This design comes from an exercise in tuning for small area, a short achievable clock period and few clock cycles on the open sky130 flow, not from production work.
In this exercise RTL edits were held to simulation tests only and were not proved equivalent to the original.
Power and IR drop assume default switching activity.

$ cat flow/run.sh
#!/bin/bash
# Own layout flow: the standard ORFS flow (standard.sh), with two changes:
# the buffers ORFS puts on the input and output ports are buf_4 cells
# (buffer_ports otherwise picks slow delay cells such as clkdlybuf4s50_1), and
# the antenna repair after detailed routing may take up to 10 rounds instead
# of 5. Everything make prints goes to standard.log; ORFS keeps each step's
# own log under orfs/logs/.
set -euo pipefail
export BUFFER_PORTS_ARGS="-buffer_cell sky130_fd_sc_hd__buf_4"
export MAX_REPAIR_ANTENNAS_ITER_DRT=10
bash standard.sh > standard.log 2>&1
$ cat constraint.sdc
create_clock -name core_clock -period 10.0 [get_ports {clk}]
set_input_delay 2.0000 -clock core_clock [delete_from_list [all_inputs] [get_ports {clk}]]
set_output_delay 2.0000 -clock core_clock [all_outputs]
set_load 0.01 [all_outputs]
$ cat design.v
module sidc_crc8 (
    input  wire [31:0] acc_in,
    input  wire [7:0]  d,
    output reg  [31:0] acc_out
);
    integer i;
    always @* begin
        acc_out = acc_in ^ {24'd0, d};
        for (i = 0; i < 8; i = i + 1)
            acc_out = (acc_out >> 1) ^ (acc_out[0] ? 32'hEDB88320 : 32'h0);
    end
endmodule
module sidc_crcrom (
    input  wire [6:0]  pos,
    output reg  [31:0] w
);
    always @* begin
        case (pos)
            7'd0: w = 32'hB69369A6;
            7'd1: w = 32'hF5449B3F;
            7'd2: w = 32'h4B5F6857;
            7'd3: w = 32'h5BBC1025;
            7'd4: w = 32'h62BE38BF;
            7'd5: w = 32'h6325605C;
            7'd6: w = 32'h230C851D;
            7'd7: w = 32'hD5E2A2F7;
            7'd8: w = 32'h82E31322;
            7'd9: w = 32'hEBE7E356;
            7'd10: w = 32'hE9D569C5;
            7'd11: w = 32'hB6CCF006;
            7'd12: w = 32'hAADD3B3F;
            7'd13: w = 32'hD777606E;
            7'd14: w = 32'h7AB280E1;
            7'd15: w = 32'hD8DA498B;
            7'd16: w = 32'hD76251A8;
            7'd17: w = 32'h6F8346E1;
            7'd18: w = 32'h333100D6;
            7'd19: w = 32'h321D336D;
            7'd20: w = 32'hC55F8E2C;
            7'd21: w = 32'hE5B592B8;
            7'd22: w = 32'h602CB5CD;
            7'd23: w = 32'h9C3B189F;
            7'd24: w = 32'h321E36C4;
            7'd25: w = 32'hC65A272C;
            7'd26: w = 32'h56FE9E3A;
            7'd27: w = 32'h4D5A1935;
            7'd28: w = 32'hE8786D60;
            7'd29: w = 32'hC0B95347;
            7'd30: w = 32'h033FEA7F;
            7'd31: w = 32'h89087382;
            7'd32: w = 32'hDB586299;
            7'd33: w = 32'hE3AB4F2A;
            7'd34: w = 32'hC8443888;
            7'd35: w = 32'h93690832;
            7'd36: w = 32'h60F7AF8D;
            7'd37: w = 32'h4721589F;
            7'd38: w = 32'h9397E0EE;
            7'd39: w = 32'h9E1F738D;
            7'd40: w = 32'h7BE62E07;
            7'd41: w = 32'h5705A9CA;
            7'd42: w = 32'h6D1CEF74;
            7'd43: w = 32'hC10B9F15;
            7'd44: w = 32'h6A82BE3E;
            7'd45: w = 32'h329ECC11;
            7'd46: w = 32'h46A0F22C;
            7'd47: w = 32'hC94C55AF;
            7'd48: w = 32'h40752973;
            7'd49: w = 32'hAA2215EA;
            7'd50: w = 32'h2859B56E;
            7'd51: w = 32'h5B0DF038;
            7'd52: w = 32'hD35E25BF;
            7'd53: w = 32'h88D14467;
            7'd54: w = 32'hD91E81D8;
            7'd55: w = 32'hC8DB04E9;
            7'd56: w = 32'h0C556932;
            7'd57: w = 32'hE3720ACB;
            7'd58: w = 32'h1101D988;
            7'd59: w = 32'h00D2D4DB;
            7'd60: w = 32'hD2D4DB00;
            7'd61: w = 32'hD95EFD26;
            7'd62: w = 32'h88A7FAE9;
            7'd63: w = 32'hAFA00FD8;
            7'd64: w = 32'hAA1494A9;
            7'd65: w = 32'h1ED8F66E;
            7'd66: w = 32'hD9040692;
            7'd67: w = 32'hD25C4EE9;
            7'd68: w = 32'h51CB1426;
            7'd69: w = 32'h15141C31;
            7'd70: w = 32'hCE31785D;
            7'd71: w = 32'h509CC277;
            7'd72: w = 32'h99B34B70;
            7'd73: w = 32'hBA1ACA03;
            7'd74: w = 32'hCAFC06F4;
            7'd75: w = 32'h46C47EF1;
            7'd76: w = 32'hADC088AF;
            7'd77: w = 32'hA700E96A;
            7'd78: w = 32'h67CF0BE4;
            7'd79: w = 32'h1241289B;
            7'd80: w = 32'hF6C1CB59;
            7'd81: w = 32'h78ED02D5;
            7'd82: w = 32'hEACB7748;
            7'd83: w = 32'h1E307184;
            7'd84: w = 32'h3183EC92;
            7'd85: w = 32'hED627DAE;
            7'd86: w = 32'hDAFE8E80;
            7'd87: w = 32'h9E36506B;
            7'd88: w = 32'h52C5C807;
            7'd89: w = 32'hAD2A31B3;
            7'd90: w = 32'h4DB9F56A;
            7'd91: w = 32'h0B943260;
            7'd92: w = 32'h4FED41CF;
            7'd93: w = 32'h32B39DA3;
            7'd94: w = 32'h6BF1402C;
            7'd95: w = 32'h9A11D850;
            7'd96: w = 32'hAE6BE681;
            7'd97: w = 32'hBA8CCBE8;
            7'd98: w = 32'h5CFDEDF4;
            7'd99: w = 32'h4E87F0BB;
            7'd100: w = 32'h8373EFE2;
            7'd101: w = 32'hA06A2517;
            7'd102: w = 32'h60C76FE0;
            7'd103: w = 32'h77E1359F;
            7'd104: w = 32'hE6050901;
            7'd105: w = 32'h6655004F;
            7'd106: w = 32'h533B85DA;
            7'd107: w = 32'h8816EAF2;
            7'd108: w = 32'h1EB014D8;
            7'd109: w = 32'hB1E6B092;
            7'd110: w = 32'hED59B63B;
            7'd111: w = 32'hE1351B80;
            7'd112: w = 32'h3B83984B;
            7'd113: w = 32'hEDB88320;
            default: w = 32'h0;
        endcase
    end
endmodule
module sidc_gfmul (
    input  wire [7:0]  delta,
    input  wire [31:0] w,
    output reg  [31:0] corr
);
    reg [31:0] t;
    integer i;
    always @* begin
        corr = 32'd0;
        t = w;
        for (i = 7; i >= 0; i = i - 1) begin
            if (delta[i]) corr = corr ^ t;
            t = (t >> 1) ^ (t[0] ? 32'hEDB88320 : 32'h0);
        end
    end
endmodule
module sidc (
    input  wire        clk,
    input  wire        rst,       
    input  wire        req,
    input  wire        we,
    input  wire        wide,      
    input  wire [10:0] addr,
    input  wire [31:0] wdata,
    output reg         ack,
    output reg         err,
    output reg  [31:0] rdata
);
    localparam integer RSV   = 40;
    localparam integer MACS  = 8;
    localparam integer TOTAL = 30 + RSV + 6 * MACS;   
    localparam integer SPAN  = TOTAL - 4;             
    localparam [31:0]  TAG_LIT = 32'h43434944;        
    localparam [31:0]  PARAMS  = (RSV << 16) | (MACS << 8) | TOTAL;
    localparam integer DATE_OFF = 18;
    localparam [31:0]  ZERO_CRC = 32'h472AF91E;       
    localparam [7:0] OP_NOP        = 8'h00;
    localparam [7:0] OP_SOFT_RESET = 8'h01;
    localparam [7:0] OP_CRC_INIT   = 8'h10;
    localparam [7:0] OP_CRC_BYTE   = 8'h11;
    localparam [7:0] OP_CRC_WORD   = 8'h12;
    localparam [7:0] OP_DATE_ENC   = 8'h20;
    localparam [7:0] OP_DATE_DEC   = 8'h21;
    localparam [7:0] OP_BUF_RESET  = 8'h30;
    localparam [7:0] OP_BUF_PUSH   = 8'h31;
    localparam [7:0] OP_REC_DECODE = 8'h32;
    localparam [7:0] OP_REC_ENCODE = 8'h33;
    localparam [7:0] OP_REC_ZERO   = 8'h34;
    localparam [7:0] OP_REC_TAG    = 8'h35;
    localparam [7:0] OP_REC_STAMP  = 8'h40;
    localparam [7:0] OP_REC_VERIFY = 8'h41;
    reg [8*SPAN-1:0]  px, py;
    reg [SPAN-1:0]    fy, by;
    reg [31:0]        tl;         
    reg [15:0] len;
    reg [31:0] checksum;
    reg [15:0] cal_year;
    reg [7:0]  cal_month, cal_day, cal_hour, cal_minute, cal_second;
    reg [31:0] din;
    reg [31:0] crc_acc;
    reg        st_format_err, st_crc_ok, st_crc_mismatch, st_cmd_err, st_acc_err;
    reg [2:0]  err_code;
    reg [31:0] img_crc;           
    reg [31:0] buf_crc;           
    reg        pend_v, pend_buf;  
    reg [7:0]  pend_o, pend_n;    
    reg [31:0] pend_w;            
    reg [6:0]  boff;              
    reg [2:0]  mc_cnt;            
    reg        mc_date;           
    reg        wq_v, wq_buf;      
    reg [6:0]  wq_pos;
    reg [7:0]  wq_data;
    reg        pv, pw, pe;
    reg [10:0] pa;
    reg [31:0] pc;
    wire [7:0] off   = addr[7:0];
    wire in_ctrl  = (addr[10:8] == 3'b000);
    wire in_field = (addr[10:8] == 3'b010) && (off < SPAN);
    wire in_buf   = (addr[10:8] == 3'b100) && (off < TOTAL);
    reg ctrl_readable, ctrl_writable;
    always @* begin
        ctrl_readable = 1'b0;
        ctrl_writable = 1'b0;
        case (off)
            8'h00: begin ctrl_readable = 1'b1; ctrl_writable = 1'b1; end
            8'h04, 8'h08, 8'h0C, 8'h14, 8'h1C, 8'h24:
                   ctrl_readable = 1'b1;
            8'h10, 8'h18, 8'h20, 8'h40, 8'h44, 8'h48, 8'h4C, 8'h50, 8'h54:
                   begin ctrl_readable = 1'b1; ctrl_writable = 1'b1; end
            default: ;
        endcase
    end
    wire field_rsv = (off >= 24) && (off < 24 + RSV);
    wire legal_w   = (in_ctrl && wide && ctrl_writable) || (in_field && !wide && !field_rsv) ||
                     (in_buf && !wide);
    wire legal_r   = (in_ctrl && wide && ctrl_readable) || ((in_field || in_buf) && !wide);
    wire [7:0] op  = wdata[7:0];
    wire [7:0] arg = wdata[15:8];
    reg op_known, op_has_arg;
    always @* begin
        op_known   = 1'b1;
        op_has_arg = 1'b0;
        case (op)
            OP_NOP, OP_SOFT_RESET, OP_CRC_INIT, OP_CRC_WORD, OP_DATE_ENC, OP_DATE_DEC,
            OP_BUF_RESET, OP_REC_DECODE, OP_REC_ENCODE, OP_REC_ZERO, OP_REC_TAG,
            OP_REC_STAMP, OP_REC_VERIFY: ;
            OP_CRC_BYTE, OP_BUF_PUSH: op_has_arg = 1'b1;
            default: op_known = 1'b0;
        endcase
    end
    wire cmd_legal = (wdata[31:16] == 16'd0) && op_known && (op_has_arg || arg == 8'd0);
    wire mc_busy   = (mc_cnt != 3'd0);
    reg  busy;                                    
    wire act       = req && !busy;                
    wire do_write  = act && we && legal_w;
    wire do_cmd    = do_write && in_ctrl && (off == 8'h00);
    wire do_exec   = do_cmd && cmd_legal;
    wire h_wr      = do_write && (addr[10] || addr[9]);   
    wire h_post    = h_wr && run;                 
    wire       e_v   = wq_v || (h_wr && !run);
    wire       e_buf = wq_v ? wq_buf  : addr[10];
    wire [6:0] e_pos = wq_v ? wq_pos  : off[6:0];
    wire [7:0] e_dat = wq_v ? wq_data : wdata[7:0];
    wire wr_field  = e_v && !e_buf;
    wire wr_buf    = e_v && e_buf;
    wire sel_host  = wq_v || (!busy && (addr[10] || addr[9]));    
    wire hw_ok     = act && we && !wide && !off[7];
    wire wf        = (wq_v && !wq_buf) || (hw_ok && (addr[10:8] == 3'b010) && !run);
    wire wb        = (wq_v &&  wq_buf) || (hw_ok && (addr[10:8] == 3'b100) && !run);
    wire x_mc      = do_exec && (op == OP_DATE_ENC || op == OP_REC_TAG);
    wire x_push    = do_exec && (op == OP_BUF_PUSH);
    wire x_dec     = do_exec && (op == OP_REC_DECODE) && (len == TOTAL);
    wire x_enc     = do_exec && (op == OP_REC_ENCODE);
    wire x_zero    = do_exec && (op == OP_REC_ZERO);
    wire x_soft    = do_exec && (op == OP_SOFT_RESET);
    wire mc_wr     = x_mc || mc_busy;             
    wire mc_isdate = mc_busy ? mc_date : !op[4];  
    wire mc_last   = (mc_cnt == (mc_isdate ? 3'd5 : 3'd3));
    wire pa_byte = pa[10] || pa[9];
    wire run     = pv && pa_byte;                 
    wire hit     = pv && (addr == pa) && (wide == pw);
    always @* begin
        ack   = req && !busy && (we || hit);
        err   = we ? !legal_w : pe;
        rdata = pc;
    end
    reg [31:0] ctrl_val;
    always @* begin
        case (off[6:2])
            5'h01: ctrl_val = {26'd0, st_acc_err, st_cmd_err, 1'b0,
                               st_crc_mismatch, st_crc_ok, st_format_err};
            5'h02: ctrl_val = {29'd0, err_code};
            5'h03: ctrl_val = PARAMS;
            5'h04: ctrl_val = din;
            5'h05: ctrl_val = {16'd0, len};
            5'h06: ctrl_val = crc_acc;
            5'h07: ctrl_val = ~crc_acc;
            5'h08: ctrl_val = checksum;
            5'h09: ctrl_val = TAG_LIT;
            5'h10: ctrl_val = {16'd0, cal_year};
            5'h11: ctrl_val = {24'd0, cal_month};
            5'h12: ctrl_val = {24'd0, cal_day};
            5'h13: ctrl_val = {24'd0, cal_hour};
            5'h14: ctrl_val = {24'd0, cal_minute};
            5'h15: ctrl_val = {24'd0, cal_second};
            default: ctrl_val = 32'd0;
        endcase
    end
    wire       rreg = run || wq_v;
    wire [6:0] ridx = rreg ? (run ? pa[6:0] + 7'd1 : wq_pos) : off[6:0];
    wire       rbuf = rreg ? (run ? pa[10] : wq_buf) : addr[10];
    integer i;
    reg [7:0] byte_rd;
    reg [7:0]  rlo;
    reg [15:0] rhf, rhb;
    reg        rf, rb;
    always @* begin
        byte_rd = 8'd0;
        for (i = 0; i < 8; i = i + 1)
            rlo[i] = (ridx[2:0] == i);
        for (i = 0; i < 16; i = i + 1) begin
            rhf[i] = (ridx[6:3] == i) && !rbuf;
            rhb[i] = (ridx[6:3] == i) &&  rbuf;
        end
        for (i = 0; i < SPAN; i = i + 1) begin
            rf = rlo[i % 8] && rhf[i / 8];      
            rb = rlo[i % 8] && rhb[i / 8];      
            byte_rd = byte_rd | ({8{(rf && !fy[i]) || (rb && !by[i])}} & px[8*i +: 8])
                              | ({8{(rf &&  fy[i]) || (rb &&  by[i])}} & py[8*i +: 8]);
        end
        for (i = SPAN; i < TOTAL; i = i + 1)
            byte_rd = byte_rd | ({8{rlo[i % 8] && rhb[i / 8]}} & tl[8*(i-SPAN) +: 8]);
    end
    wire [7:0] pa_nx  = {pa[7], pa[6:0] + 7'd1};
    wire       pe_nx  = pw || (pa[10] ? (pa_nx >= TOTAL) : (pa_nx >= SPAN));
    function [7:0] fbb(input integer k);
        fbb = fy[k] ? py[8*k +: 8] : px[8*k +: 8];
    endfunction
    wire [31:0] corr;
    sidc_gfmul u_fix (.delta(pend_o ^ pend_n), .w(pend_w), .corr(corr));
    wire [7:0]  bpos   = {1'b0, e_pos} + {1'b0, boff};    
    wire [6:0]  wr_pos = sel_host ? (e_buf ? bpos[6:0] : e_pos) : mc_pos;
    wire [31:0] wr_w;
    sidc_crcrom u_rom (.pos(wr_pos), .w(wr_w));
    wire [31:0] img_eff = img_crc ^ ((pend_v && !pend_buf) ? corr : 32'd0);
    wire [31:0] buf_eff = buf_crc ^ ((pend_v &&  pend_buf) ? corr : 32'd0);
    wire [31:0] crc_b;
    sidc_crc8 u_crc_byte (.acc_in(op[5] ? buf_eff : crc_acc), .d(arg), .acc_out(crc_b));
    wire [31:0] crc_w1, crc_w2, crc_w3, crc_w4;
    sidc_crc8 u_crc_w1 (.acc_in(crc_acc), .d(din[31:24]), .acc_out(crc_w1));
    sidc_crc8 u_crc_w2 (.acc_in(crc_w1),  .d(din[23:16]), .acc_out(crc_w2));
    sidc_crc8 u_crc_w3 (.acc_in(crc_w2),  .d(din[15:8]),  .acc_out(crc_w3));
    sidc_crc8 u_crc_w4 (.acc_in(crc_w3),  .d(din[7:0]),   .acc_out(crc_w4));
    reg  [6:0] ymod;
    reg  [7:0] ystep;
    reg  [1:0] ybits;
    integer j;
    always @* begin
        case (mc_cnt)
            3'd0:    ybits = cal_year[9:8];
            3'd1:    ybits = cal_year[7:6];
            3'd2:    ybits = cal_year[5:4];
            3'd3:    ybits = cal_year[3:2];
            default: ybits = cal_year[1:0];
        endcase
        ystep = (mc_cnt == 3'd0) ? {2'd0, cal_year[15:10]} : {1'b0, ymod};
        for (j = 1; j >= 0; j = j - 1) begin
            ystep = {ystep[6:0], ybits[j]};
            if (ystep >= 8'd100) ystep = ystep - 8'd100;
        end
    end
    reg [7:0] mc_val, mc_old;
    reg [6:0] mc_pos;
    always @* begin
        if (mc_isdate) begin
            case (mc_cnt)
                3'd0:    begin mc_pos = DATE_OFF+1; mc_val = cal_month;  mc_old = fbb(DATE_OFF+1); end
                3'd1:    begin mc_pos = DATE_OFF+2; mc_val = cal_day;    mc_old = fbb(DATE_OFF+2); end
                3'd2:    begin mc_pos = DATE_OFF+3; mc_val = cal_hour;   mc_old = fbb(DATE_OFF+3); end
                3'd3:    begin mc_pos = DATE_OFF+4; mc_val = cal_minute; mc_old = fbb(DATE_OFF+4); end
                3'd4:    begin mc_pos = DATE_OFF+5; mc_val = cal_second; mc_old = fbb(DATE_OFF+5); end
                default: begin mc_pos = DATE_OFF+0; mc_val = {1'b0, ymod}; mc_old = fbb(DATE_OFF+0); end
            endcase
        end else begin
            mc_pos = {5'd0, mc_cnt[1:0]};
            case (mc_cnt[1:0])
                2'd0:    begin mc_val = TAG_LIT[31:24]; mc_old = fbb(0); end
                2'd1:    begin mc_val = TAG_LIT[23:16]; mc_old = fbb(1); end
                2'd2:    begin mc_val = TAG_LIT[15:8];  mc_old = fbb(2); end
                default: begin mc_val = TAG_LIT[7:0];   mc_old = fbb(3); end
            endcase
        end
    end
    wire       fb_all  = rst || x_soft || x_zero;    
    wire       bf_push = !rst && x_push && len < TOTAL;
    wire [7:0] wbus    = rst ? 8'd0 : mc_busy ? mc_val : sel_host ? e_dat :
                         !op[5] ? 8'd0 : !op[4] ? mc_val : !op[2] ? arg : op[0] ? mc_val : 8'd0;
    wire       x_enc_r = !rst && x_enc;
    wire       x_dec_r = !rst && x_dec;
    reg fw, bw, bys;
    always @(posedge clk) begin
        for (i = 0; i < SPAN; i = i + 1) begin
            fw  = fb_all || (wf && e_pos == i && (i < 24 || i >= 24 + RSV)) || (mc_wr && mc_pos == i);
            bw  = (wb && e_pos == i) || (bf_push && len[6:0] == i);
            bys = by[i] && !rst;
            if ((fw && bys) || (bw && fy[i]))
                px[8*i +: 8] <= wbus;
            if ((fw && !bys) || (bw && !fy[i]))
                py[8*i +: 8] <= wbus;
            if (fw)
                fy[i] <= !bys;
            else if (x_dec_r)
                fy[i] <= by[i];
            if (rst)
                by[i] <= 1'b0;
            else if (bw)
                by[i] <= !fy[i];
            else if (x_enc_r)
                by[i] <= fy[i];
        end
        for (i = SPAN; i < TOTAL; i = i + 1) begin
            if (x_enc_r)
                tl[8*(i-SPAN) +: 8] <= checksum[8*(TOTAL-1-i) +: 8];
            else if ((wb && e_pos == i) || (bf_push && len[6:0] == i))
                tl[8*(i-SPAN) +: 8] <= wbus;
        end
    end
    always @(posedge clk) begin
        pend_buf <= sel_host && e_buf;
        pend_w   <= wr_w;
        pend_o   <= sel_host ? byte_rd : mc_old;
        pend_n   <= sel_host ? e_dat : mc_val;
    end
    wire       img_ok  = (((pend_v && !pend_buf) ? corr : 32'd0) == (img_crc ^ ~checksum));    
    always @(posedge clk) begin
        if (rst) begin
            len             <= 16'd0;
            checksum        <= 32'd0;
            cal_year        <= 16'd0;
            cal_month       <= 8'd0;
            cal_day         <= 8'd0;
            cal_hour        <= 8'd0;
            cal_minute      <= 8'd0;
            cal_second      <= 8'd0;
            din             <= 32'd0;
            crc_acc         <= 32'hFFFFFFFF;
            st_format_err   <= 1'b0;
            st_crc_ok       <= 1'b0;
            st_crc_mismatch <= 1'b0;
            st_cmd_err      <= 1'b0;
            st_acc_err      <= 1'b0;
            err_code        <= 3'd0;
            img_crc         <= ZERO_CRC;
            buf_crc         <= 32'hFFFFFFFF;
            pend_v          <= 1'b0;
            wq_v            <= 1'b0;
            busy            <= 1'b0;
            boff            <= SPAN[6:0];
            mc_cnt          <= 3'd0;
            mc_date         <= 1'b0;
            pv              <= 1'b0;
        end else begin
            if (act && !we) begin
                if (hit) begin
                    if (pa_byte) begin
                        pc      <= {24'd0, byte_rd};
                        pe      <= pe_nx;
                        pa[6:0] <= pa[6:0] + 7'd1;
                    end else
                        pv      <= 1'b0;
                end else if (!(pv && pa_byte && (addr[10] || addr[9]))) begin
                    pc <= (addr[10] || addr[9]) ? {24'd0, byte_rd} : ctrl_val;
                    pe <= !legal_r;
                    pa <= addr;
                    pw <= wide;
                    pv <= 1'b1;
                end else
                    pv <= 1'b0;
            end else if (act || busy)
                pv <= 1'b0;
            wq_v <= h_post;
            busy <= x_mc || (mc_busy && !mc_last) || h_post;
            if (h_post) begin
                wq_buf  <= addr[10];
                wq_pos  <= off[6:0];
                wq_data <= wdata[7:0];
            end
            if (x_mc) begin
                mc_cnt  <= 3'd1;
                mc_date <= !op[4];
            end else if (mc_busy)
                mc_cnt  <= mc_last ? 3'd0 : mc_cnt + 3'd1;
            if (mc_wr && mc_cnt != 3'd5)
                ymod <= ystep[6:0];
            img_crc <= img_eff;
            buf_crc <= buf_eff;
            pend_v  <= 1'b0;
            if (mc_wr || wr_field || (wr_buf && bpos < SPAN))
                pend_v    <= 1'b1;
            if (act && !we && hit && pe) begin
                st_acc_err <= 1'b1;
                err_code   <= 3'd4;
            end
            if (act && we && !legal_w) begin
                st_acc_err <= 1'b1;
                err_code   <= 3'd4;
            end else if (do_write && in_ctrl) begin
                case (off)
                    8'h10: din        <= wdata;
                    8'h18: crc_acc    <= wdata;
                    8'h20: checksum   <= wdata;
                    8'h40: cal_year   <= wdata[15:0];
                    8'h44: cal_month  <= wdata[7:0];
                    8'h48: cal_day    <= wdata[7:0];
                    8'h4C: cal_hour   <= wdata[7:0];
                    8'h50: cal_minute <= wdata[7:0];
                    8'h54: cal_second <= wdata[7:0];
                    default: ;
                endcase
                if (do_cmd && !cmd_legal) begin
                    st_cmd_err <= 1'b1;
                    err_code   <= 3'd3;
                end
                if (do_exec) begin
                    case (op)
                    OP_SOFT_RESET: begin
                        len             <= 16'd0;
                        checksum        <= 32'd0;
                        cal_year        <= 16'd0;
                        cal_month       <= 8'd0;
                        cal_day         <= 8'd0;
                        cal_hour        <= 8'd0;
                        cal_minute      <= 8'd0;
                        cal_second      <= 8'd0;
                        din             <= 32'd0;
                        crc_acc         <= 32'hFFFFFFFF;
                        st_format_err   <= 1'b0;
                        st_crc_ok       <= 1'b0;
                        st_crc_mismatch <= 1'b0;
                        st_cmd_err      <= 1'b0;
                        st_acc_err      <= 1'b0;
                        err_code        <= 3'd0;
                        img_crc         <= ZERO_CRC;
                        buf_crc         <= 32'hFFFFFFFF;
                        boff            <= SPAN[6:0];
                    end
                    OP_CRC_INIT: crc_acc <= 32'hFFFFFFFF;
                    OP_CRC_BYTE: crc_acc <= crc_b;
                    OP_CRC_WORD: crc_acc <= crc_w4;
                    OP_DATE_DEC: begin
                        cal_year   <= {8'd0, fbb(DATE_OFF+0)};
                        cal_month  <= fbb(DATE_OFF+1);
                        cal_day    <= fbb(DATE_OFF+2);
                        cal_hour   <= fbb(DATE_OFF+3);
                        cal_minute <= fbb(DATE_OFF+4);
                        cal_second <= fbb(DATE_OFF+5);
                    end
                    OP_BUF_RESET: begin
                        len     <= 16'd0;
                        boff    <= SPAN[6:0];
                        buf_crc <= 32'hFFFFFFFF;
                    end
                    OP_BUF_PUSH: begin
                        if (len != 16'hFFFF) len <= len + 16'd1;
                        if (boff != 7'd0) begin
                            buf_crc <= crc_b;
                            boff    <= boff - 7'd1;
                        end
                    end
                    OP_REC_DECODE: begin
                        if (len == TOTAL) begin
                            checksum      <= {tl[7:0], tl[15:8], tl[23:16], tl[31:24]};
                            st_format_err <= 1'b0;
                            img_crc       <= buf_eff;
                        end else begin
                            st_format_err <= 1'b1;
                            err_code      <= 3'd1;
                        end
                    end
                    OP_REC_ENCODE: begin
                        len     <= TOTAL;
                        boff    <= 7'd0;
                        buf_crc <= img_eff;
                    end
                    OP_REC_ZERO: begin
                        checksum <= 32'd0;
                        img_crc  <= ZERO_CRC;
                    end
                    OP_REC_STAMP: begin
                        checksum <= ~img_eff;
                        crc_acc  <= img_eff;
                    end
                    OP_REC_VERIFY: begin
                        crc_acc <= img_eff;
                        if (img_ok) begin
                            st_crc_ok       <= 1'b1;
                            st_crc_mismatch <= 1'b0;
                        end else begin
                            st_crc_ok       <= 1'b0;
                            st_crc_mismatch <= 1'b1;
                            err_code        <= 3'd2;
                        end
                    end
                    default: ;
                    endcase
                end
            end
        end
    end
endmodule
$ cat standard.sh
#!/bin/bash
# synth_recipe.tcl (not shown) runs the flow's synth.tcl, then flattens the netlist and writes it again
# the make line also repeats each setting of config.mk as NAME=value (left out here)
make -C /OpenROAD-flow-scripts/flow DESIGN_CONFIG=/design/flow/config.mk WORK_HOME=/design/flow/orfs CLKGATE_MAP_FILE= SYNTH_SCRIPT=/design/flow/synth_recipe.tcl "${@:-finish}"
$ cat config.mk
export PLATFORM = sky130hd
export DESIGN_NAME = sidc
export DESIGN_NICKNAME = sidc
export VERILOG_FILES = /design/flow/design.v
export SDC_FILE = /design/flow/constraint.sdc
export NUM_CORES = 8
export LEC_CHECK = 0
export CAP_MARGIN = 25
export CORE_MARGIN = 2
export CORE_UTILIZATION = 30
export CTS_BUF_LIST = sky130_fd_sc_hd__clkbuf_8
export CTS_CLUSTER_DIAMETER = 60
export CTS_CLUSTER_SIZE = 12
export PLACE_DENSITY = 0.45
export SETUP_SLACK_MARGIN = 5.0
export SLEW_MARGIN = 30
==> results of run 1 <==
-- cells in the final DEF, fill, tap and decap left out, types with 82 or more instances in the layout --
master and count:
nor2_1 902, a22o_1 185, a22oi_2 84, buf_12 180
o21ai_0 511, nor3_2 82, inv_1 243, nand4_1 152
xor2_1 152, a211oi_1 86, a21o_1 82, ha_1 242
a21oi_1 472, mux2i_1 168, edfxtp_1 2038, buf_4 871
nand3_1 194, o311a_1 103, nand2_1 679, xnor2_1 357
a22oi_1 585, a221oi_1 177, xnor3_1 111, buf_6 135
dfxtp_1 408, nor3_1 153, clkbuf_8 346
-- worst min-delay path, delay by kind of cell (launching register included) --
| family | cells | cell delay, ns |
|---|---|---|
| AO/OA/AOI/OAI | 1 | 0.05 |
| AND/OR/NAND/NOR | 1 | 0.05 |
| flip-flops | 1 | 0.32 |
-- final cells by class --
type / instances / area (sq um) / share of cell area
sequential: 2456 / 69600 / 0.449
multi-input combinational: 7340 / 57900 / 0.373
timing repair buffer: 1256 / 12900 / 0.0831
tap: 5451 / 6820 / 0.0440
clock buffer: 343 / 4720 / 0.0305
clock inverter: 238 / 2090 / 0.0135
inverter: 204 / 821 / 0.00530
antenna: 79 / 198 / 0.00128
-- stage by stage --
step,total power [mW],utilization,worst slack [ns]
after floorplan,23.1,-,4.11
after global placement,30.7,0.331,0.275
after detailed placement,30.6,0.332,1.14
after CTS,39.7,0.367,4.23
after global routing,41.1,0.378,4.22
final,40.3,0.378,3.99
-- cell families (layout without fill, tap and decap cells) --
group                    after synthesis  after routing  share of synthesized area
buffers and inverters                853           2041                     0.0265
AO/OA/AOI/OAI                       3240           3243                      0.184
flip-flops                          2456           2456                      0.564
adder cells (fa/ha/maj)              273            273                     0.0277
other                                  0             79                          0
multiplexers                         319            319                     0.0266
AND/OR/NAND/NOR                     2790           2795                      0.104
XOR/XNOR                             710            710                     0.0682
-- worst max-delay path by stage --
stage                   from       to  slack [ns]  depth (start not counted)
floorplan            addr[9]  px[103]        4.11                          8
global placement     addr[3]    pc[3]        0.28                         15
detailed placement   addr[3]    pc[3]        1.14                         15
CTS                 addr[10]    pc[2]        4.23                         17
global route        addr[10]    pc[2]        4.22                         18
finish              addr[10]    pc[2]        3.99                         18
-- layer usage --
| layer | up-vias | global-route usage | part of all wire |
|---|---|---|---|
| met5 | - | 0 | 0.00023 |
| met3 | 2772 | 0.123 | 0.11 |
| li1 | 43300 | - | - |
| met2 | 10100 | 0.654 | 0.42 |
| met4 | 32 | 0.382 | 0.11 |
| met1 | 59800 | 0.520 | 0.36 |
-- report_power, final --
group | total (mW) | switching [mW] | internal [mW]
registers | 13.4 | 0.828 | 12.5
logic | 18.3 | 11.8 | 6.44
clock network | 8.74 | 4.76 | 3.98
total | 40.3 | 17.4 | 23.0
-- flip-flops by register name, indices dropped and copies added (netlist names), 114 cells and up --
| register | count |
|---|---|
| by | 114 |
| px | 912 |
| py | 912 |
| fy | 114 |
-- timing repair --
action	CTS	global route
resized for setup	913	444
pin swaps	136	152
endpoints found under the setup margin	3740	1837
gates cloned	16	5
buffers inserted	235	182
==> results.sh, run 1 <==
export IMPL_status="finished clean"
export IMPL_wirelength_um=947000
export IMPL_cp_max_fo=4
export IMPL_clk_path_buf_depth=4
export IMPL_cts_htree_levels=5
export IMPL_worst_path_buf_inv=7
export IMPL_final_area_sq_um=155000
export IMPL_synthFlopType="edfxtp_1"
export IMPL_drive_gt1_frac=0.250
export IMPL_clock_latency_ns=1.29
export IMPL_grt_max_degree=118
export IMPL_r2r_start="pa[1]"
export IMPL_cp_end_kind="register"
export IMPL_tightest_slew_ns=1.39
export IMPL_synth_nets=11000
export IMPL_slew_violations=0
export IMPL_grt_pass1_vias=105000
export IMPL_ys_seq_area_frac=0.564
export IMPL_critPathSlowestCell="or4_4"
export IMPL_io_pins=82
export IMPL_ys_warn_count=4
export IMPL_instances_no_fill=17400
export IMPL_synth_enable_flop_cells=2038
export IMPL_fillCellCount=39500
export IMPL_worstHoldEndpoint="st_crc_ok"
export IMPL_synth_seq_cells=2456
export IMPL_netlist_area_sq_um=123000
export IMPL_dr_pass1_iters=12
export IMPL_dp_hpwl_um=685000
export IMPL_syn_avg_cell_area_sq_um=11.6
export IMPL_min_from="st_crc_ok"
export IMPL_grt_ovfl_total=0
export IMPL_crit_type="in2reg"
export IMPL_finalNetCount=11900
export IMPL_cts_hold_repair_buffers=0
export IMPL_synthArstFlopShare=0
export IMPL_drc_errors=0
export IMPL_io_buffers=81
export IMPL_ir_worst_vdd_v=0.000382
export IMPL_max_stage_delay_ns=0.84
export IMPL_synth_cell_type_count=90
export IMPL_fin_skew_ns=0.136
export IMPL_synth_most_common_cell="edfxtp_1"
export IMPL_cts_made_buffers=330
export IMPL_globalRouteTotalUtil=0.439
export IMPL_die_h_um=645
export IMPL_p_per_area_nw_per_um2=260
export IMPL_hold_path_class="reg2reg"
export IMPL_dp_cells=16300
export IMPL_grt_pass1_wl_um=1180000
export IMPL_min_period_ns=6.01
export IMPL_cts_tree="yes"
export IMPL_rsz0062_at_grt="true"
export IMPL_start_kind="input pin"
export IMPL_synth_area_leaders="edfxtp_1 (50%), dfxtp_1 (6.8%), a22oi_1 (4.1%)"
export IMPL_p_leak_nw=55.6
export IMPL_synth_commonest_cells="edfxtp_1 (2038), nor2_1 (972), nand2_1 (711)"
export IMPL_postPlaceCellArea_sq_um=136000
export IMPL_cts_root_buf="clkbuf_8"
export IMPL_critPathRequiredTime_ns=10.98
export IMPL_finalSetupViolCount=0
export IMPL_path_cells="buf_12 -> mux2_4 -> a22oi_2 -> buf_6 -> buf_12 -> buf_12 -> buf_16 -> mux2i_4 -> nor3_2 -> buf_6 -> a22oi_2 -> nand4_1 -> or4_4 -> or4_4 -> nor3_4 -> nand4_1 -> buf_6 -> a21o_1"
export IMPL_final_setup_tns_ns=0
export IMPL_die_area_sq_um=417000
export IMPL_drt_iter0_markers=21300
export IMPL_hold_depth=2
export IMPL_crit_arrival_ns=6.99
export IMPL_maxCapViolCount=0
export IMPL_r2r_end="pc[2]"
export IMPL_finalCritPeriodShare=0.601
export IMPL_postRouteAntennaNets=0
export IMPL_relSlewSlack=0.0689
export IMPL_core_area_sq_um=410000
export IMPL_synth_area_leader_cell="edfxtp_1"
export IMPL_antenna_found_initial=138
export IMPL_worst_r2r_path_depth=18
export IMPL_path_delay_family="simple AND/OR/NAND/NOR gates"
export IMPL_synth_cells=10600
export IMPL_initial_utilization=0.301
export IMPL_die_x_um=645
export IMPL_rows=235
export IMPL_gp_congestion=1.09
export IMPL_num_vias=116000
export IMPL_wl_per_cell_um=54.5
export IMPL_path_clk_slew_ns=0.09
export IMPL_fin_hold_ws_ns=0.465
export IMPL_viasPerCell=6.68
export IMPL_rrSetupSlack_ns=4.17
export IMPL_synth_top_area_frac=0.496
export IMPL_area_growth_pct=25.6
export IMPL_cts_sinks=2456
export IMPL_hold_viol=0
export IMPL_fmax_mhz=166
Testbench counts, summed over its fixed seeds: cycles 15,094.
==> run 2, diff against run 1 <==
--- a/config.mk
+++ b/config.mk
@@ -11,6 +11,6 @@
 export CTS_BUF_LIST = sky130_fd_sc_hd__clkbuf_8
 export CTS_CLUSTER_DIAMETER = 60
 export CTS_CLUSTER_SIZE = 12
-export PLACE_DENSITY = 0.45
-export SETUP_SLACK_MARGIN = 5.0
+export PLACE_DENSITY = 0.65
+export SETUP_SLACK_MARGIN = 4.5
 export SLEW_MARGIN = 30
==> run 2 against run 1 <==
Compared with the run above:
- largest power group unchanged
- sequential cell count unchanged
- die area unchanged
- global-route usage down 4.8 points
- critical path type unchanged
==> results.sh, run 2 <==
export IMPL_status="finished clean"
export IMPL_rsz0062_at_grt="true"
export IMPL_grt_max_degree=145
export IMPL_io_buffers=81
export IMPL_instances_no_fill=17000
export IMPL_viasPerCell=6.82
export IMPL_r2r_end="pc[3]"
export IMPL_pwr_share_clk=0.209
export IMPL_relSlewSlack=0.103
export IMPL_power_total_mw=38.0
export IMPL_num_vias=116000
export IMPL_p_per_area_nw_per_um2=257
export IMPL_slew_violations=0
export IMPL_synth_seq_cells=2456
export IMPL_cts_root_buf="clkbuf_8"
export IMPL_rrSetupSlack_ns=4.26
export IMPL_max_stage_delay_ns=1.17
export IMPL_synth_most_common_cell="edfxtp_1"
export IMPL_grt_ovfl_total=0
export IMPL_dp_hpwl_um=608000
export IMPL_r2r_start="pa[1]"
export IMPL_die_area_sq_um=417000
export IMPL_synth_commonest_cells="edfxtp_1 (2038), nor2_1 (972), nand2_1 (711)"
export IMPL_final_common_cell="edfxtp_1"
export IMPL_wirelength_um=847000
export IMPL_combPwrFrac=0.439
export IMPL_cp_end_kind="register"
export IMPL_top_regs="px: 912 flops, py: 912 flops"
export IMPL_finalSetupViolCount=0
export IMPL_switching_power_mw=15.9
export IMPL_finalNetCount=11600
export IMPL_drc_errors=0
export IMPL_drive_gt1_frac=0.196
export IMPL_clk_path_buf_depth=4
export IMPL_critPathSlowestCell="a221oi_1"
export IMPL_critPathRequiredTime_ns=10.87
export IMPL_final_setup_tns_ns=0
export IMPL_worst_r2r_path_depth=15
export IMPL_p_seq_frac=0.351
export IMPL_initial_utilization=0.301
export IMPL_path_delay_family="compound AO/OA/AOI/OAI gates"
export IMPL_fin_skew_ns=0.155
export IMPL_grt_pass1_vias=101000
export IMPL_crit_arrival_ns=6.74
export IMPL_fmax_mhz=170
export IMPL_synth_cell_type_count=90
export IMPL_path_cells="buf_12 -> mux2_4 -> a22oi_2 -> buf_12 -> buf_16 -> buf_4 -> buf_16 -> mux2i_1 -> nor3_2 -> buf_4 -> a221oi_1 -> nand4_1 -> nor4_1 -> nand4_1 -> buf_4 -> a21o_1"
export IMPL_ys_seq_area_frac=0.564
export IMPL_start_kind="input pin"
export IMPL_antenna_found_initial=109
export IMPL_synthArstFlopShare=0
export IMPL_dr_pass1_iters=11
export IMPL_path_clk_slew_ns=0.09
export IMPL_synth_nets=11000
export IMPL_cts_htree_levels=5
export IMPL_synth_area_leader_cell="edfxtp_1"
export IMPL_tightest_slew_ns=1.35
export IMPL_synth_cells=10600
export IMPL_worstHoldEndpoint="st_crc_mismatch"
export IMPL_synth_area_leaders="edfxtp_1 (50%), dfxtp_1 (6.8%), a22oi_1 (4.1%)"
export IMPL_ys_warn_count=4
export IMPL_cts_sinks=2456
export IMPL_cts_made_buffers=291
export IMPL_die_x_um=645
export IMPL_clock_latency_ns=1.24
export IMPL_min_from="st_crc_mismatch"
export IMPL_hold_depth=2
export IMPL_rows=235
export IMPL_synthFlopType="edfxtp_1"
export IMPL_wl_per_cell_um=49.9
export IMPL_gp_congestion=1.13
export IMPL_swShare=0.418
export IMPL_drt_iter0_markers=24200
export IMPL_die_h_um=645
export IMPL_path_common_cell="buf_4"
export IMPL_dp_cells=16200
export IMPL_crit_type="in2reg"
export IMPL_finalCritPeriodShare=0.587
export IMPL_grt_pass1_wl_um=1070000
export IMPL_cp_max_fo=16
export IMPL_postRouteAntennaNets=0
export IMPL_min_period_ns=5.87
export IMPL_intPower_mw=22.1
export IMPL_hold_viol=0
export IMPL_worst_path_buf_inv=7
export IMPL_hold_path_class="reg2reg"
export IMPL_cts_hold_repair_buffers=0
export IMPL_final_cell_mix="edfxtp_1 (2038), nor2_1 (917), buf_4 (735), nand2_1 (687), a22oi_1 (633)"
export IMPL_p_leak_nw=52.8
export IMPL_globalRouteTotalUtil=0.391
export IMPL_io_pins=82
export IMPL_synth_enable_flop_cells=2038
export IMPL_core_area_sq_um=410000
export IMPL_area_growth_pct=19.7
export IMPL_synth_top_area_frac=0.496
export IMPL_maxCapViolCount=0
export IMPL_ir_worst_vdd_v=0.000482
export IMPL_netlist_area_sq_um=123000
export IMPL_cts_tree="yes"
export IMPL_syn_avg_cell_area_sq_um=11.6
[run 2: kinds of logic after synthesis]
logic type	after synthesis	share of synthesized area
DFF	2456	0.564
and+or+nand+nor	2790	0.104
AOI/OAI and AO/OA	3240	0.184
muxes	319	0.0266
adders and majority gates	273	0.0277
xor gates and xnor gates	710	0.0682
buffers and inverters	853	0.0265
[run 2: what timing repair did]
action,4_1_cts,5_1_grt
resized for setup,530,180
pin swaps,46,42
setup buffers,149,74
endpoints found under the setup margin,2037,1893
cloned,11,2
[run 2: stage by stage]
step / utilization / instance area [sq um] / hold WS (ns) / setup WS (ns)
6_report: 0.361 / 148000 / 0.498 / 4.13
5_1_grt: 0.360 / 147000 / 0.517 / 4.40
4_1_cts: 0.355 / 145000 / 0.489 / 4.43
3_5_place_dp: 0.330 / 135000 / 0.469 / 1.83
3_3_place_gp: 0.328 / 134000 / 0.468 / 1.22
2_1_floorplan: - / 124000 / 0.432 / 3.93
[run 2: power groups by stage]
stage,sequential (mW),clock (mW),combinational (mW)
global placement,13.5,0,15.7
detailed placement,13.5,0,15.7
floorplan,13.0,0,10.1
finish,13.3,7.95,16.7
CTS,13.3,7.85,16.0
global route,13.3,8.20,16.9
[run 2: worst max-delay path by stage]
stage | end | cells after the start | from | slack (ns)
6_report | pc[3] | 16 | addr[10] | 4.13
5_1_grt | pc[4] | 18 | addr[10] | 4.40
4_1_cts | pc[7] | 17 | addr[10] | 4.43
3_5_place_dp | py[211] | 16 | wdata[1] | 1.83
3_3_place_gp | py[211] | 16 | wdata[1] | 1.22
2_1_floorplan | fy[24] | 15 | addr[5] | 3.93
[run 2: layout make-up]
class / count / area (sq um)
sequential: 2456 / 69600
antenna: 104 / 260
clock buffer: 298 / 4100
fill: 40000 / 262000
timing repair buffer: 961 / 9450
multi-input combinational: 7336 / 54900
tap: 5451 / 6820
inverter: 204 / 807
clock inverter: 177 / 1760
[run 2: routing by layer]
layer	vias up	track usage	part of all wire
li1	42600	-	-
met1	57600	0.444	0.33
met2	12200	0.538	0.39
met3	3515	0.179	0.15
met4	46	0.368	0.12
met5	-	0.0191	0.0017
[run 2: worst min-delay path: stages, from the launching register on]
cell	delay (ns)
dfxtp_1	0.34
nand2_1	0.06
a21oi_1	0.05
==> run 3, diff against run 2 <==
--- a/config.mk
+++ b/config.mk
@@ -11,6 +11,6 @@
 export CTS_BUF_LIST = sky130_fd_sc_hd__clkbuf_8
 export CTS_CLUSTER_DIAMETER = 60
 export CTS_CLUSTER_SIZE = 12
-export PLACE_DENSITY = 0.65
+export PLACE_DENSITY = 0.75
 export SETUP_SLACK_MARGIN = 4.5
 export SLEW_MARGIN = 30
==> run 3 against run 2 <==
Compared with the run above:
- fmax fell by 0.17%
- largest cell class unchanged
- first-iteration DRC count fell by 8.3%
- sequential power barely moved
- global-route usage increased by 6.9 points
- sequential cell count stayed put
- largest power group unchanged
==> results.sh, run 3 <==
export IMPL_ir_worst_vdd_v=0.000450
export IMPL_power_total_mw=41.9
export IMPL_min_from="cal_hour[5]"
export IMPL_grt_pass1_wl_um=1220000
export IMPL_synth_enable_flop_cells=2038
export IMPL_cts_tree="yes"
export IMPL_start_kind="input pin"
export IMPL_drive_gt1_frac=0.223
export IMPL_grt_max_degree=148
export IMPL_fin_skew_ns=0.189
export IMPL_dp_hpwl_um=721000
export IMPL_status="finished clean"
export IMPL_top_regs="px: 912 flops, py: 912 flops"
export IMPL_tightest_slew_ns=1.27
export IMPL_io_buffers=81
export IMPL_cts_made_buffers=334
export IMPL_relSlewSlack=0.153
export IMPL_critPathRequiredTime_ns=10.93
export IMPL_syn_avg_cell_area_sq_um=11.6
export IMPL_startpoint="addr[10]"
export IMPL_wirelength_um=990000
export IMPL_min_period_ns=5.88
export IMPL_num_vias=117000
export IMPL_initial_utilization=0.301
export IMPL_r2r_start="pa[1]"
export IMPL_cts_sinks=2456
export IMPL_path_clk_slew_ns=0.08
export IMPL_maxCapViolCount=0
export IMPL_io_pins=82
export IMPL_die_x_um=645
export IMPL_viasPerCell=6.80
export IMPL_synth_seq_cells=2456
export IMPL_core_area_sq_um=410000
export IMPL_drc_errors=0
export IMPL_slew_violations=0
export IMPL_synth_cells=10600
export IMPL_synth_cell_type_count=90
export IMPL_cp_max_fo=7
export IMPL_final_util=0.368
export IMPL_max_stage_delay_ns=0.69
export IMPL_final_cell_mix="edfxtp_1 (2038), nor2_1 (883), buf_4 (863), nand2_1 (683), a22oi_1 (614)"
export IMPL_rsz0062_at_grt="true"
export IMPL_finalSetupViolCount=0
export IMPL_hold_path_class="reg2reg"
export IMPL_hold_viol=0
export IMPL_final_setup_tns_ns=0
export IMPL_synth_most_common_cell="edfxtp_1"
export IMPL_final_common_cell="edfxtp_1"
export IMPL_synthFlopType="edfxtp_1"
export IMPL_synth_nets=11000
export IMPL_die_area_sq_um=417000
export IMPL_antenna_found_initial=140
export IMPL_cts_root_buf="clkbuf_8"
export IMPL_area_growth_pct=22.2
export IMPL_critPathSlowestCell="nand4_1"
export IMPL_wl_per_cell_um=57.3
export IMPL_synth_area_leader_cell="edfxtp_1"
export IMPL_path_common_cell="buf_12"
export IMPL_synth_area_leaders="edfxtp_1 (50%), dfxtp_1 (6.8%), a22oi_1 (4.1%)"
export IMPL_finalNetCount=11800
export IMPL_hold_depth=2
export IMPL_grt_pass1_vias=104000
export IMPL_crit_arrival_ns=6.81
export IMPL_fmax_mhz=170
export IMPL_dp_cells=16300
export IMPL_cts_htree_levels=5
export IMPL_grt_ovfl_total=0
export IMPL_dr_pass1_iters=11
export IMPL_finalCritPeriodShare=0.588
export IMPL_ys_warn_count=4
export IMPL_p_per_area_nw_per_um2=278
export IMPL_clk_path_buf_depth=4
export IMPL_globalRouteTotalUtil=0.460
export IMPL_crit_type="in2reg"
export IMPL_synth_commonest_cells="edfxtp_1 (2038), nor2_1 (972), nand2_1 (711)"
export IMPL_synthArstFlopShare=0
export IMPL_instances_no_fill=17300
export IMPL_p_leak_nw=54.5
export IMPL_netlist_area_sq_um=123000
export IMPL_clock_latency_ns=1.32
export IMPL_gp_congestion=1.13
export IMPL_synth_top_area_frac=0.496
export IMPL_worst_r2r_path_depth=15
export IMPL_cp_end_kind="register"
export IMPL_ys_seq_area_frac=0.564
export IMPL_die_h_um=645
export IMPL_rrSetupSlack_ns=4.23
export IMPL_path_cells="buf_12 -> mux2_4 -> a22oi_2 -> buf_12 -> buf_12 -> buf_16 -> buf_12 -> buf_4 -> mux2i_2 -> mux2i_1 -> o32ai_1 -> a21oi_1 -> nand4_1 -> nor4_4 -> nand4_1 -> buf_4 -> a21o_1"
export IMPL_postRouteAntennaNets=0
export IMPL_rows=235
export IMPL_drt_iter0_markers=22200
## run 3: cell counts after synthesis
Identical to the previous run, type by type.
## run 3: kinds of logic (layout without fill, tap and decap cells)
| group | after synthesis | after routing | synth area share |
|---|---|---|---|
| DFF | 2456 | 2456 | 0.564 |
| adders and majority gates | 273 | 273 | 0.0277 |
| xor gates and xnor gates | 710 | 710 | 0.0682 |
| buffers and inverters | 853 | 1897 | 0.0265 |
| muxes | 319 | 319 | 0.0266 |
| other | 0 | 138 | 0 |
| AOI/OAI and AO/OA | 3240 | 3241 | 0.184 |
| and+or+nand+nor | 2790 | 2792 | 0.104 |
## run 3: what timing repair did
action,CTS,global route
hold buffers,0,0
gates cloned,11,3
setup buffers,145,68
gates resized for setup,544,237
endpoints found under the setup margin,2090,741
pin swaps,58,60
hold endpoints to repair,0,0
## run 3: cell type report
class / count / area [sq um]
fill: 40200 / 259000
sequential: 2456 / 69600
multi-input combinational: 7335 / 55400
timing repair buffer: 1117 / 10800
tap: 5451 / 6820
clock buffer: 350 / 4820
clock inverter: 226 / 2130
inverter: 204 / 820
antenna: 138 / 345
## run 3: critical path: cells and delay by family
kind | cells | cell delay [ns]
mux | 3 | 1.42
buf+inv | 7 | 1.03
compound gates | 4 | 0.88
simple gates | 3 | 1.42
## run 3: power breakdown
part | internal (mW) | switching [mW]
clock network | 4.07 | 4.87
registers | 12.5 | 0.814
logic | 6.49 | 13.1
total | 23.1 | 18.8
## run 3: stage by stage
| step | setup slack [ns] | area (sq um) | hold WS [ns] |
|---|---|---|---|
| global placement | 1.50 | 136000 | 0.474 |
| CTS | 4.38 | 148000 | 0.489 |
| global route | 4.35 | 150000 | 0.508 |
| floorplan | 3.93 | 124000 | 0.432 |
| finish | 4.12 | 151000 | 0.486 |
| detailed placement | 1.70 | 137000 | 0.480 |
## run 3: worst paths after layout
path | end
min reg2reg | cal_hour[5]
min | cal_hour[5]
max | pc[5]
max reg2reg | pc[2]
## run 3: routing by layer
metal  vias to the layer above  part of all wire  routed length [um]  GRT usage
li1                      43100                 -                   -          -
met1                     60300              0.36              357000      0.539
met2                     11000              0.41              407000      0.656
met3                      3080              0.12              121000      0.182
met4                        40              0.10              104000      0.389
met5                         -            0.0013                1300     0.0154
==> run 4, diff against run 3 <==
--- a/config.mk
+++ b/config.mk
@@ -11,6 +11,6 @@
 export CTS_BUF_LIST = sky130_fd_sc_hd__clkbuf_8
 export CTS_CLUSTER_DIAMETER = 60
 export CTS_CLUSTER_SIZE = 12
-export PLACE_DENSITY = 0.75
+export PLACE_DENSITY = 0.45
 export SETUP_SLACK_MARGIN = 4.5
 export SLEW_MARGIN = 30
==> run 4 against run 3 <==
Compared with the run above:
- highest routed layer unchanged
- still clean on timing, DRC and antenna
- largest power group unchanged
- setup slack improved by 0.053 ns
- combinational power fell by 8%
- first-iteration DRC count fell by 3.7%
==> results.sh, run 4 <==
export IMPL_ys_seq_area_frac=0.564
export IMPL_start_kind="input pin"
export IMPL_drc_errors=0
export IMPL_maxCapViolCount=0
export IMPL_instances_no_fill=17200
export IMPL_cp_max_fo=8
export IMPL_finalSetupViolCount=0
export IMPL_synthArstFlopShare=0
export IMPL_tightest_slew_ns=1.29
export IMPL_die_x_um=645
export IMPL_final_setup_tns_ns=0
export IMPL_netlist_area_sq_um=123000
export IMPL_critPathRequiredTime_ns=10.99
export IMPL_rsz0062_at_grt="true"
export IMPL_finalCritPeriodShare=0.582
export IMPL_globalRouteTotalUtil=0.441
export IMPL_crit_type="in2reg"
export IMPL_synth_enable_flop_cells=2038
export IMPL_drt_iter0_markers=21400
export IMPL_synth_most_common_cell="edfxtp_1"
export IMPL_top_regs="px: 912 flops, py: 912 flops"
export IMPL_path_clk_slew_ns=0.09
export IMPL_path_cells="buf_12 -> mux2_4 -> a22oi_2 -> buf_12 -> buf_12 -> buf_16 -> mux2i_4 -> nor3_2 -> buf_6 -> a22oi_2 -> nand4_1 -> nor4_4 -> nand4_1 -> nor4_2 -> nand4_1 -> buf_6 -> a21o_1"
export IMPL_synth_seq_cells=2456
export IMPL_cp_end_kind="register"
export IMPL_final_common_cell="edfxtp_1"
export IMPL_relSlewSlack=0.136
export IMPL_io_buffers=81
export IMPL_syn_avg_cell_area_sq_um=11.6
export IMPL_status="finished clean"
export IMPL_die_h_um=645
export IMPL_slew_violations=0
export IMPL_wl_per_cell_um=55.1
export IMPL_ir_worst_vdd_v=0.000369
export IMPL_power_total_mw=40.3
export IMPL_clk_path_buf_depth=4
export IMPL_clock_latency_ns=1.27
export IMPL_io_pins=82
export IMPL_synth_top_area_frac=0.496
export IMPL_die_area_sq_um=417000
export IMPL_postRouteAntennaNets=0
export IMPL_p_leak_nw=54.4
export IMPL_final_util=0.370
export IMPL_min_period_ns=5.82
export IMPL_dr_pass1_iters=8
export IMPL_gp_congestion=1.13
export IMPL_rows=235
export IMPL_max_stage_delay_ns=0.72
export IMPL_num_vias=116000
export IMPL_cts_made_buffers=321
export IMPL_ys_warn_count=4
export IMPL_cts_sinks=2456
export IMPL_initial_utilization=0.301
export IMPL_preCtsSetupSlack_ns=1.26
export IMPL_hold_path_class="reg2reg"
export IMPL_synthFlopType="edfxtp_1"
export IMPL_synth_nets=11000
export IMPL_grt_pass1_wl_um=1180000
export IMPL_wirelength_um=948000
export IMPL_drive_gt1_frac=0.226
export IMPL_fmax_mhz=172
export IMPL_fin_ws_ns=4.18
export IMPL_cts_tree="yes"
export IMPL_synth_commonest_cells="edfxtp_1 (2038), nor2_1 (972), nand2_1 (711)"
export IMPL_grt_ovfl_total=0
export IMPL_synth_cells=10600
export IMPL_critPathSlowestCell="nand4_1"
export IMPL_hold_viol=0
export IMPL_synth_area_leader_cell="edfxtp_1"
export IMPL_crit_arrival_ns=6.82
export IMPL_synth_cell_type_count=90
export IMPL_cts_htree_levels=5
export IMPL_grt_max_degree=129
export IMPL_core_area_sq_um=410000
export IMPL_fin_skew_ns=0.104
export IMPL_dp_hpwl_um=682000
export IMPL_area_growth_pct=22.8
export IMPL_p_per_area_nw_per_um2=266
export IMPL_grt_pass1_vias=105000
export IMPL_cts_root_buf="clkbuf_8"
export IMPL_fillCellCount=39800
export IMPL_finalNetCount=11700
export IMPL_synth_area_leaders="edfxtp_1 (50%), dfxtp_1 (6.8%), a22oi_1 (4.1%)"
export IMPL_viasPerCell=6.76
export IMPL_antenna_found_initial=171
export IMPL_final_cell_mix="edfxtp_1 (2038), nor2_1 (909), buf_4 (815), nand2_1 (685), a22oi_1 (589)"
export IMPL_dp_cells=16200
[run 4: cell families after synthesis]
group / count (synthesis) / share of synthesized area
flip-flops: 2456 / 0.564
buffers and inverters: 853 / 0.0265
XOR/XNOR: 710 / 0.0682
adder cells (fa/ha/maj): 273 / 0.0277
AND/OR/NAND/NOR: 2790 / 0.104
AO/OA/AOI/OAI: 3240 / 0.184
multiplexers: 319 / 0.0266
[run 4: area by class of cell]
cell class              instances  area (sq um)  area share
clock buffers                 342          4710      0.0311
repair buffers               1103         11100      0.0730
inverters                     204           810     0.00534
clock inverters               218          2170      0.0143
flip-flops and latches       2456         69600       0.459
multi-input cells            7335         56200       0.371
well taps                    5451          6820      0.0450
diodes                        102           255     0.00168
[run 4: metrics by stage]
| step | area, sq um | hold slack [ns] |
|---|---|---|
| 2_1_floorplan | 124000 | 0.432 |
| 3_3_place_gp | 135000 | 0.440 |
| 3_5_place_dp | 136000 | 0.451 |
| 4_1_cts | 149000 | 0.463 |
| 5_1_grt | 151000 | 0.497 |
| 6_report | 152000 | 0.460 |
[run 4: metal layers]
metal	part of all wire	routed length [um]	track usage
met3	0.13	119000	0.169
met1	0.35	332000	0.506
met2	0.41	387000	0.630
met4	0.12	110000	0.409
met5	0.0011	1000	0.00728
[run 4: worst max-delay path, delay by kind of cell]
| kind | cells | cell delay, ns |
|---|---|---|
| and+or+nand+nor | 6 | 2.26 |
| buffers and inverters | 6 | 0.96 |
| muxes | 2 | 0.77 |
| AOI/OAI and AO/OA | 3 | 0.77 |
[run 4: worst paths after layout]
kind,startpoint,endpoint,slack [ns],depth (start not counted)
worst min-delay path,st_crc_ok,st_crc_ok,0.46,2
worst max-delay path,addr[10],pc[3],4.18,17
worst min register to register,st_crc_ok,st_crc_ok,0.46,2
worst max register to register,wq_v,pc[3],4.26,17
[run 4: repair_timing]
item / 4_1_cts / 5_1_grt
endpoints found under the setup margin: 2315 / 1857
setup buffers: 198 / 73
cloned: 17 / 0
pin swaps: 88 / 84
gates resized for setup: 720 / 193
hold buffers: 0 / 0
[run 4: report_power, final]
| group | internal (mW) | switching, mW | leakage (nW) |
|---|---|---|---|
| Combinational | 6.29 | 11.8 | 27.7 |
| Clock | 4.08 | 4.74 | 3.55 |
| Sequential | 12.5 | 0.817 | 23.1 |
| Total | 22.9 | 17.4 | 54.4 |
==> run 5, diff against run 4 <==
--- a/config.mk
+++ b/config.mk
@@ -11,6 +11,6 @@
 export CTS_BUF_LIST = sky130_fd_sc_hd__clkbuf_8
 export CTS_CLUSTER_DIAMETER = 60
 export CTS_CLUSTER_SIZE = 12
-export PLACE_DENSITY = 0.45
+export PLACE_DENSITY = 0.55
 export SETUP_SLACK_MARGIN = 4.5
 export SLEW_MARGIN = 30
==> run 5 against run 4 <==
Compared with the run above:
- wire length decreased by 14%
- worst hold slack gained 0.0032 ns
- global-route usage down 6.4 points
- total power is 3.6% lower
- largest power group unchanged
- highest routed layer unchanged
==> results.sh, run 5 <==
export IMPL_path_clk_slew_ns=0.07
export IMPL_status="finished clean"
export IMPL_maxCapViolCount=0
export IMPL_synth_top_area_frac=0.496
export IMPL_clk_path_buf_depth=4
export IMPL_start_kind="input pin"
export IMPL_p_leak_nw=52.4
export IMPL_io_pins=82
export IMPL_synth_area_leader_cell="edfxtp_1"
export IMPL_synth_commonest_cells="edfxtp_1 (2038), nor2_1 (972), nand2_1 (711)"
export IMPL_top_layer_used="met5"
export IMPL_preCtsSetupSlack_ns=1.47
export IMPL_synthFlopType="edfxtp_1"
export IMPL_finalNetCount=11500
export IMPL_rows=235
export IMPL_synth_enable_flop_cells=2038
export IMPL_final_common_cell="edfxtp_1"
export IMPL_slew_violations=0
export IMPL_num_vias=113000
export IMPL_hold_path_class="reg2reg"
export IMPL_initial_utilization=0.301
export IMPL_die_h_um=645
export IMPL_cts_root_buf="clkbuf_8"
export IMPL_final_setup_tns_ns=0
export IMPL_critPathRequiredTime_ns=10.86
export IMPL_cp_max_fo=8
export IMPL_viasPerCell=6.71
export IMPL_rsz0062_at_grt="true"
export IMPL_die_area_sq_um=417000
export IMPL_cts_made_buffers=286
export IMPL_drt_iter0_markers=23100
export IMPL_finalSetupViolCount=0
export IMPL_drc_errors=0
export IMPL_cts_sinks=2456
export IMPL_netlist_area_sq_um=123000
export IMPL_wirelength_um=817000
export IMPL_final_cell_mix="edfxtp_1 (2038), nor2_1 (921), buf_4 (713), nand2_1 (697), a22oi_1 (610)"
export IMPL_fin_skew_ns=0.168
export IMPL_cp_end_kind="register"
export IMPL_grt_pass1_vias=98900
export IMPL_relSlewSlack=0.129
export IMPL_dr_pass1_iters=8
export IMPL_path_delay_family="simple AND/OR/NAND/NOR gates"
export IMPL_wl_per_cell_um=48.4
export IMPL_synth_nets=11000
export IMPL_syn_avg_cell_area_sq_um=11.6
export IMPL_area_growth_pct=19.0
export IMPL_max_stage_delay_ns=0.69
export IMPL_antenna_found_initial=93
export IMPL_ys_seq_area_frac=0.564
export IMPL_grt_pass1_wl_um=1030000
export IMPL_die_x_um=645
export IMPL_cts_tree="yes"
export IMPL_ir_worst_vdd_v=0.000537
export IMPL_grt_ovfl_total=0
export IMPL_p_per_area_nw_per_um2=264
export IMPL_fmax_mhz=170
export IMPL_finalCritPeriodShare=0.589
export IMPL_fillCellCount=40500
export IMPL_clock_latency_ns=1.23
export IMPL_synth_seq_cells=2456
export IMPL_gp_congestion=1.09
export IMPL_synthArstFlopShare=0
export IMPL_grt_max_degree=171
export IMPL_synth_cells=10600
export IMPL_wl_met3_um=117000
export IMPL_fin_ws_ns=4.11
export IMPL_met2_length_um=325000
export IMPL_top_regs="px: 912 flops, py: 912 flops"
export IMPL_wl_met1_um=281000
export IMPL_ys_warn_count=4
export IMPL_synth_cell_type_count=90
export IMPL_critPathSlowestCell="nand4_1"
export IMPL_synth_most_common_cell="edfxtp_1"
export IMPL_path_common_cell="nand4_1"
export IMPL_worst_path_buf_inv=5
export IMPL_crit_type="in2reg"
export IMPL_drive_gt1_frac=0.195
export IMPL_hold_viol=0
export IMPL_tightest_slew_ns=1.31
export IMPL_path_cells="buf_12 -> mux2_4 -> a22oi_2 -> buf_12 -> bufbuf_16 -> mux2_2 -> nor3_2 -> buf_4 -> a22oi_2 -> nand4_1 -> a221oi_2 -> nand4_1 -> nor4_2 -> nand4_1 -> buf_6 -> a21o_1"
export IMPL_min_period_ns=5.89
export IMPL_dp_hpwl_um=580000
export IMPL_cts_htree_levels=5
export IMPL_globalRouteTotalUtil=0.377
export IMPL_crit_arrival_ns=6.75
export IMPL_synth_area_leaders="edfxtp_1 (50%), dfxtp_1 (6.8%), a22oi_1 (4.1%)"
export IMPL_io_buffers=81
export IMPL_core_area_sq_um=410000
export IMPL_postRouteAntennaNets=0
-- run 5: changes by cell type in the layout (fill, tap and decap cells not counted), moves of 18 or more --
cell      delta
buf_4      -102
buf_6       -48
diode_2     -38
clkbuf_8    -36
buf_12      -35
a22oi_1     +21
a22oi_2     -21
mux2i_1     +18
-- run 5: metal layers --
layer	track usage	up-vias
li1	-	42400
met5	0	-
met4	0.338	30
met1	0.449	57100
met3	0.139	2859
met2	0.527	11100
-- run 5: tightest hold or removal path, cell delays in order (launching register included) --
cell	delay [ns]
dfxtp_1	0.31
nand2_1	0.05
a21oi_1	0.05
-- run 5: worst paths after layout --
check	depth (start not counted)	from	end	slack, ns
max	16	addr[10]	pc[7]	4.11
min reg2reg	2	st_crc_ok	st_crc_ok	0.46
min	2	st_crc_ok	st_crc_ok	0.46
max reg2reg	16	wq_v	pc[7]	4.23
-- run 5: cells by family after synthesis --
| group | share of synthesized area |
|---|---|
| flip-flops | 0.564 |
| AND/OR/NAND/NOR | 0.104 |
| multiplexers | 0.0266 |
| AO/OA/AOI/OAI | 0.184 |
| adder cells (fa/ha/maj) | 0.0277 |
| XOR/XNOR | 0.0682 |
| buffers and inverters | 0.0265 |
-- run 5: stage by stage --
step / util / hold slack, ns / power [mW] / cell area [sq um] / instances
4_1_cts: 0.353 / 0.461 / 37.9 / 144000 / 16700
3_3_place_gp: 0.328 / 0.446 / 30.3 / 134000 / 16100
6_report: 0.359 / 0.463 / 38.8 / 147000 / 16900
3_5_place_dp: 0.329 / 0.450 / 30.3 / 135000 / 16100
2_1_floorplan: - / 0.432 / 23.2 / 124000 / 10600
5_1_grt: 0.358 / 0.499 / 39.2 / 147000 / 16800
-- run 5: layout make-up --
cell class,count,area [sq um],area share
Sequential cell,2456,69600,0.474
Multi-Input combinational cell,7338,55100,0.375
Timing Repair Buffer,909,8820,0.0601
Tap cell,5451,6820,0.0464
Clock buffer,302,4160,0.0283
Clock inverter,164,1430,0.00972
Inverter,204,808,0.00550
Antenna cell,64,160,0.00109
Timing Repair inverter,1,5.00,0.0000341
-- run 5: what timing repair did --
action / 4_1_cts / 5_1_grt
gates resized for setup: 559 / 207
cloned: 13 / 6
pin swaps: 59 / 62
buffers inserted: 115 / 87
setup endpoints to repair: 2142 / 1846
hold buffers: 0 / 0
-- run 5: where the power goes --
group	internal, mW	switching (mW)
logic	6.18	11.7
clock network	3.27	4.36
registers	12.5	0.784

static timing again, ports no longer ideal:
The results above use ideal ports. As a check the final layouts listed here were re-extracted and re-timed, cells and wires unchanged.
Step 1 sets driving cells, clkbuf_16 on the clock port and buf_2 on the other inputs (assumed; they add their load-dependent delay and slew).
Step 2 moves the port delays by t, midway between the first and last clock arrival at a register: inputs arrive t later, outputs are due t later. That takes back most of the time a late clock gives input paths.
a / b / c = ideal / step 1 / step 2; a / b = the first two.
| run | shift t [ns] | setup WS [ns] | worst hold slack (ns) |
|---|---|---|---|
| run 1 | 1.353 | 3.990 / 4.020 / 2.680 | 0.465 / 0.465 / 0.465 |
| run 2 | 1.262 | 4.133 / 4.192 / 2.930 | 0.498 / 0.498 / 0.498 |
| run 3 | 1.339 | 4.122 / 4.192 / 2.853 | 0.486 / 0.486 / 0.486 |
| run 4 | 1.308 | 4.175 / 4.173 / 2.865 | 0.460 / 0.460 / 0.460 |
| run 5 | 1.258 | 4.109 / 4.165 / 2.907 | 0.463 / 0.463 / 0.463 |
After both steps setup and hold are still met in every run listed.
